Background: an optimization exercise with open tools, aiming at small area, a short achievable clock period and few clock cycles. Do not read the settings as production practice. At most, simulation tests tie the RTL to the original design; equivalence was not proved. Power is estimated from default activity; no workload was simulated.

red:
==> flow/design.v <==
module fcb_bin (
    input  wire        clk,
    input  wire        rst,
    input  wire [31:0] cfg_pre,
    input  wire [1:0]  cfg_pre_len,
    input  wire [1:0]  cfg_hdr_n,
    input  wire        cfg_hdr_be,
    input  wire [1:0]  cfg_len_idx,
    input  wire        cfg_ck_crc,
    input  wire [2:0]  cfg_ck_size,
    input  wire        cfg_ck_be,
    input  wire [15:0] cfg_qmax,
    input  wire        in_valid,
    input  wire [7:0]  in_data,
    output wire        in_ready,
    output reg         ev_valid,
    output reg  [1:0]  ev_type,
    output wire [31:0] ev_val,
    output wire [15:0] ev_calc,
    output wire [16:0] ev_len
);
    localparam [1:0] EV_MSG = 2'd0, EV_CKMIS = 2'd1, EV_LENERR = 2'd2, EV_OVF = 2'd3;
    localparam [1:0] S_SEARCH = 2'd0, S_HDR = 2'd1, S_PAY = 2'd2, S_TRL = 2'd3;
    reg [1:0]  q_k1;        
    reg [1:0]  q_n1;        
    reg [4:0]  q_kh1;       
    reg [1:0]  q_m;         
    reg        q_hbe;
    always @(posedge clk) begin
        q_m    <= cfg_hdr_n - cfg_len_idx;
        q_hbe  <= cfg_hdr_be;
        q_k1   <= cfg_pre_len;
        q_n1   <= cfg_hdr_n;
        q_kh1  <= {3'd0, cfg_pre_len} + {1'b0, cfg_hdr_n, 2'b00} + 5'd4;
    end
    reg  [7:0]  sr [0:11];     
    reg  [1:0]  st;
    reg  [16:0] len;           
    reg         emp;           
    reg  [2:0]  pm;            
    reg  [15:0] mf;            
    wire [15:0] crc = {sr[9], sr[8]};
    reg  [31:0] w;
    reg         trl_mis;       
    assign ev_val  = w;
    assign ev_calc = crc;
    assign ev_len  = len;
    function [15:0] crc_byte(input [15:0] c, input [7:0] d);
        integer b;
        reg [15:0] t;
        begin
            t = c ^ {d, 8'h00};
            for (b = 0; b < 8; b = b + 1)
                t = t[15] ? ((t << 1) ^ 16'h1021) : (t << 1);
            crc_byte = t;
        end
    endfunction
    wire [16:0] len_n = emp ? 17'd1 : len + 17'd1;
    wire        ovf   = !emp && (len[15:0] == cfg_qmax);
    reg        rdy;            
    wire       take = in_valid & rdy;
    assign in_ready = rdy;
    reg        acc;            
    reg  [3:0] eq;             
    wire [7:0] cur = sr[0];
    reg mt;
    always @(*) begin
        case (q_k1)
            2'd0: mt = eq[0];
            2'd1: mt = pm[0] & eq[1];
            2'd2: mt = pm[1] & eq[2];
            default: mt = pm[2] & eq[3];
        endcase
    end
    wire [31:0] ps = w;
    wire        ps_zero = ~|ps[30:0];
    wire        rem_one = (w[15:0] == 16'd1) && ~|w[30:16];
    wire        trl_one = (w[18:16] == 3'd1);
    wire        trl_hi  = cfg_ck_be ^ w[16];           
    wire        trl_neq = cur != (trl_hi ? crc[15:8] : crc[7:0]);
    reg hdr_done;
    always @(*) begin
        case (q_n1)
            2'd0: hdr_done = mf[3];
            2'd1: hdr_done = mf[7];
            2'd2: hdr_done = mf[11];
            default: hdr_done = mf[15];
        endcase
    end
    reg fany;
    always @(*) begin
        case (q_n1)
            2'd0: fany = mt | (|mf[2:0]);
            2'd1: fany = mt | (|mf[6:0]);
            2'd2: fany = mt | (|mf[10:0]);
            default: fany = mt | (|mf[14:0]);
        endcase
    end
    reg  [1:0]  st_n;
    reg  [16:0] len_d;
    reg         emp_d;
    reg  [2:0]  pm_d;
    reg  [15:0] mf_d;
    reg         ev_d;
    reg  [1:0]  evt_d;
    reg         hold_w;        
    always @(*) begin
        st_n   = st;
        len_d  = len;
        emp_d  = emp;
        pm_d   = pm;
        mf_d   = mf;
        ev_d   = 1'b0;
        evt_d  = ev_type;
        hold_w = (st == S_PAY) || (st == S_TRL);
        if (acc) begin
            mf_d  = {mf[14:0], mt};
            pm_d  = {pm[1:0] & eq[2:1], eq[0]};
            len_d = len_n;
            emp_d = 1'b0;
            if (ovf) begin
                ev_d  = 1'b1;
                evt_d = EV_OVF;
                emp_d = 1'b1;
                pm_d  = 3'd0;
                mf_d  = 16'd0;
                st_n  = S_SEARCH;
                if (st == S_HDR && hdr_done)
                    hold_w = 1'b1;
            end else begin
                case (st)
                    S_SEARCH: if (mt) begin
                        len_d = {15'd0, q_k1} + 17'd1;
                        st_n  = S_HDR;
                    end
                    S_HDR: if (hdr_done) begin
                        hold_w = 1'b1;
                        if (ps[31]) begin
                            ev_d  = 1'b1;
                            evt_d = EV_LENERR;
                            if (fany) begin
                                len_d = 17'd0;
                                st_n  = S_HDR;
                            end else begin
                                len_d = {12'd0, q_kh1};
                                st_n  = S_SEARCH;
                            end
                        end else begin
                            len_d = {12'd0, q_kh1} + 17'd1;
                            if (!ps_zero)
                                st_n = S_PAY;
                            else if (cfg_ck_size != 3'd0)
                                st_n = S_TRL;
                            else begin
                                ev_d  = 1'b1;
                                evt_d = EV_MSG;
                                emp_d = 1'b1;
                                pm_d  = 3'd0;
                                mf_d  = 16'd0;
                                st_n  = S_SEARCH;
                            end
                        end
                    end
                    S_PAY: if (rem_one) begin
                        if (cfg_ck_size != 3'd0)
                            st_n = S_TRL;
                        else begin
                            ev_d  = 1'b1;
                            evt_d = EV_MSG;
                            emp_d = 1'b1;
                            pm_d  = 3'd0;
                            mf_d  = 16'd0;
                            st_n  = S_SEARCH;
                        end
                    end
                    default: if (trl_one) begin  
                        ev_d  = 1'b1;
                        evt_d = (cfg_ck_crc && (trl_mis || trl_neq)) ? EV_CKMIS : EV_MSG;
                        emp_d = 1'b1;
                        pm_d  = 3'd0;
                        mf_d  = 16'd0;
                        st_n  = S_SEARCH;
                    end
                endcase
            end
        end
    end
    reg c_done, c_other;
    always @(*) begin
        case (q_n1)
            2'd0: begin
                c_done  = mf[2] | mf[3];
                c_other = mt | mf[0] | mf[1] | (~acc & mf[2]) | (in_data == cfg_pre[8*q_k1 +: 8]);
            end
            2'd1: begin
                c_done  = mf[6] | mf[7];
                c_other = mt | (|mf[5:0]) | (~acc & mf[6]);
            end
            2'd2: begin
                c_done  = mf[10] | mf[11];
                c_other = mt | (|mf[9:0]) | (~acc & mf[10]);
            end
            default: begin
                c_done  = mf[14] | mf[15];
                c_other = mt | (|mf[13:0]) | (~acc & mf[14]);
            end
        endcase
    end
    wire stall_d = take & (st == S_HDR) & c_done & c_other;
    always @(posedge clk) begin
        if (st == S_TRL && acc)
            trl_mis <= trl_neq;
        if (acc && st == S_PAY) begin
            w[15:0] <= w[15:0] - 16'd1;
            if (rem_one)
                w[31:16] <= {13'd0, cfg_ck_size};
        end else if (acc && st == S_TRL) begin
            w[18:16] <= w[18:16] - 3'd1;
            if (trl_hi) w[15:8] <= cur;
            else        w[7:0]  <= cur;
        end else if (acc && st == S_HDR && hdr_done && !ovf && !ps[31] && ps_zero)
            w[31:16] <= {13'd0, cfg_ck_size};
        else if (take && !hold_w) begin
            case (q_m)
                2'd0: w <= q_hbe ? {w[23:0], in_data} : {in_data, w[31:8]};
                2'd1: w <= q_hbe ? {w[23:0], sr[3]}   : {sr[3], w[31:8]};
                2'd2: w <= q_hbe ? {w[23:0], sr[7]}   : {sr[7], w[31:8]};
                default: w <= q_hbe ? {w[23:0], sr[11]} : {sr[11], w[31:8]};
            endcase
        end
        if (rst) begin
            st       <= S_SEARCH;
            len      <= 17'd0;
            emp      <= 1'b1;
            pm       <= 3'd0;
            mf       <= 16'd0;
            ev_valid <= 1'b0;
            rdy      <= 1'b1;
        end else begin
            st       <= st_n;
            len      <= len_d;
            emp      <= emp_d;
            pm       <= pm_d;
            mf       <= mf_d;
            ev_valid <= ev_d;
            ev_type  <= evt_d;
            rdy      <= ~stall_d;
        end
    end
    integer i;
    always @(posedge clk) begin
        acc <= take & ~rst;
        for (i = 0; i < 4; i = i + 1)
            eq[i] <= (in_data == cfg_pre[8*i +: 8]);
        if (take) begin
            sr[0] <= in_data;
            for (i = 1; i < 12; i = i + 1)
                if (i != 8 && i != 9)
                    sr[i] <= sr[i-1];
        end
        if (st == S_PAY || st == S_TRL) begin
            if (acc && st == S_PAY)
                {sr[9], sr[8]} <= crc_byte(crc, cur);
        end else if (acc && st == S_HDR && hdr_done && !ps[31])
            {sr[9], sr[8]} <= 16'h0000;
        else if (take) begin
            sr[8] <= sr[7];
            sr[9] <= sr[8];
        end
    end
endmodule
clock: 8.0 ns
lec_check: 0
cap_margin: 20
core_margin: 2
core_utilization: 60
cts_buf_list: sky130_fd_sc_hd__clkbuf_8
cts_cluster_diameter: 60
cts_cluster_size: 16
setup_slack_margin: 5
slew_margin: 20
standard.sh (not shown) runs the stock make flow with config.mk's settings and CLKGATE_MAP_FILE= SYNTH_SCRIPT=/design/flow/synth_recipe.tcl, a recipe that flattens the netlist after the stock synthesis.
==> flow/flow/run.sh <==
#!/bin/bash
export BUFFER_PORTS_ARGS="-buffer_cell sky130_fd_sc_hd__buf_1"
bash standard.sh > standard.log 2>&1
Testbench counts of red, summed over its fixed seeds: cycles 20,746.
Edits applied to the flow inputs when going from red to blue:
--- a/flow/design.v
+++ b/flow/design.v
@@ -23,16 +23,13 @@
     localparam [1:0] S_SEARCH = 2'd0, S_HDR = 2'd1, S_PAY = 2'd2, S_TRL = 2'd3;
     reg [1:0]  q_k1;        
     reg [1:0]  q_n1;        
-    reg [4:0]  q_kh1;       
-    reg [1:0]  q_m;         
-    reg        q_hbe;
     always @(posedge clk) begin
-        q_m    <= cfg_hdr_n - cfg_len_idx;
-        q_hbe  <= cfg_hdr_be;
         q_k1   <= cfg_pre_len;
         q_n1   <= cfg_hdr_n;
-        q_kh1  <= {3'd0, cfg_pre_len} + {1'b0, cfg_hdr_n, 2'b00} + 5'd4;
-    end
+    end
+    wire [4:0] q_kh1 = {{1'b0, q_n1} + 3'd1, q_k1};    
+    wire [1:0] q_m   = cfg_hdr_n - cfg_len_idx;       
+    wire       q_hbe = cfg_hdr_be;
     reg  [7:0]  sr [0:11];     
     reg  [1:0]  st;
     reg  [16:0] len;           
@@ -139,7 +136,7 @@
                             ev_d  = 1'b1;
                             evt_d = EV_LENERR;
                             if (fany) begin
-                                len_d = 17'd0;
+                                len_d = {15'd0, q_k1} + 17'd1;
                                 st_n  = S_HDR;
                             end else begin
                                 len_d = {12'd0, q_kh1};
--- outcome ---
blue -> red: clock skew flat
Where least setup slack across all paths after layout is concerned, red is better than blue.
red was routed with fewer vias than blue.
Taking red as the reference, in blue cell area after layout grew by 3.7%; combinational power share went up; routed wire length shows an increase of 2.4%; synthesized cell count shrank by 16.
The RTL of blue was laid out without a check of its function.

## port drivers added, routing unchanged
How much do the figures lean on ideal ports? The routed layouts below were timed once more, with nothing changed but the port constraints.
Step 1, drivers: a clkbuf_16 drives clk and a buf_2 each remaining input, both assumed.
Step 2 also shifts input and output timing later by t, the mid clock arrival at the registers, as if the neighbouring blocks saw the same clock.
Three values: ideal, step 1, step 2; two values: the first two.
| run | t (ns) | setup WS [ns] | worst register clock-pin slew, ns |
|---|---|---|---|
| red | 0.491 | 5.031 / 5.044 / 4.553 | 0.11 / 0.11 |
| blue | 0.504 | 4.773 / 4.788 / 4.284 | 0.12 / 0.12 |
After both steps every run listed still meets setup and hold. For blue, which loses most, drivers alone change the setup slack by +0.015 ns; drivers and shift together by -0.489 ns.
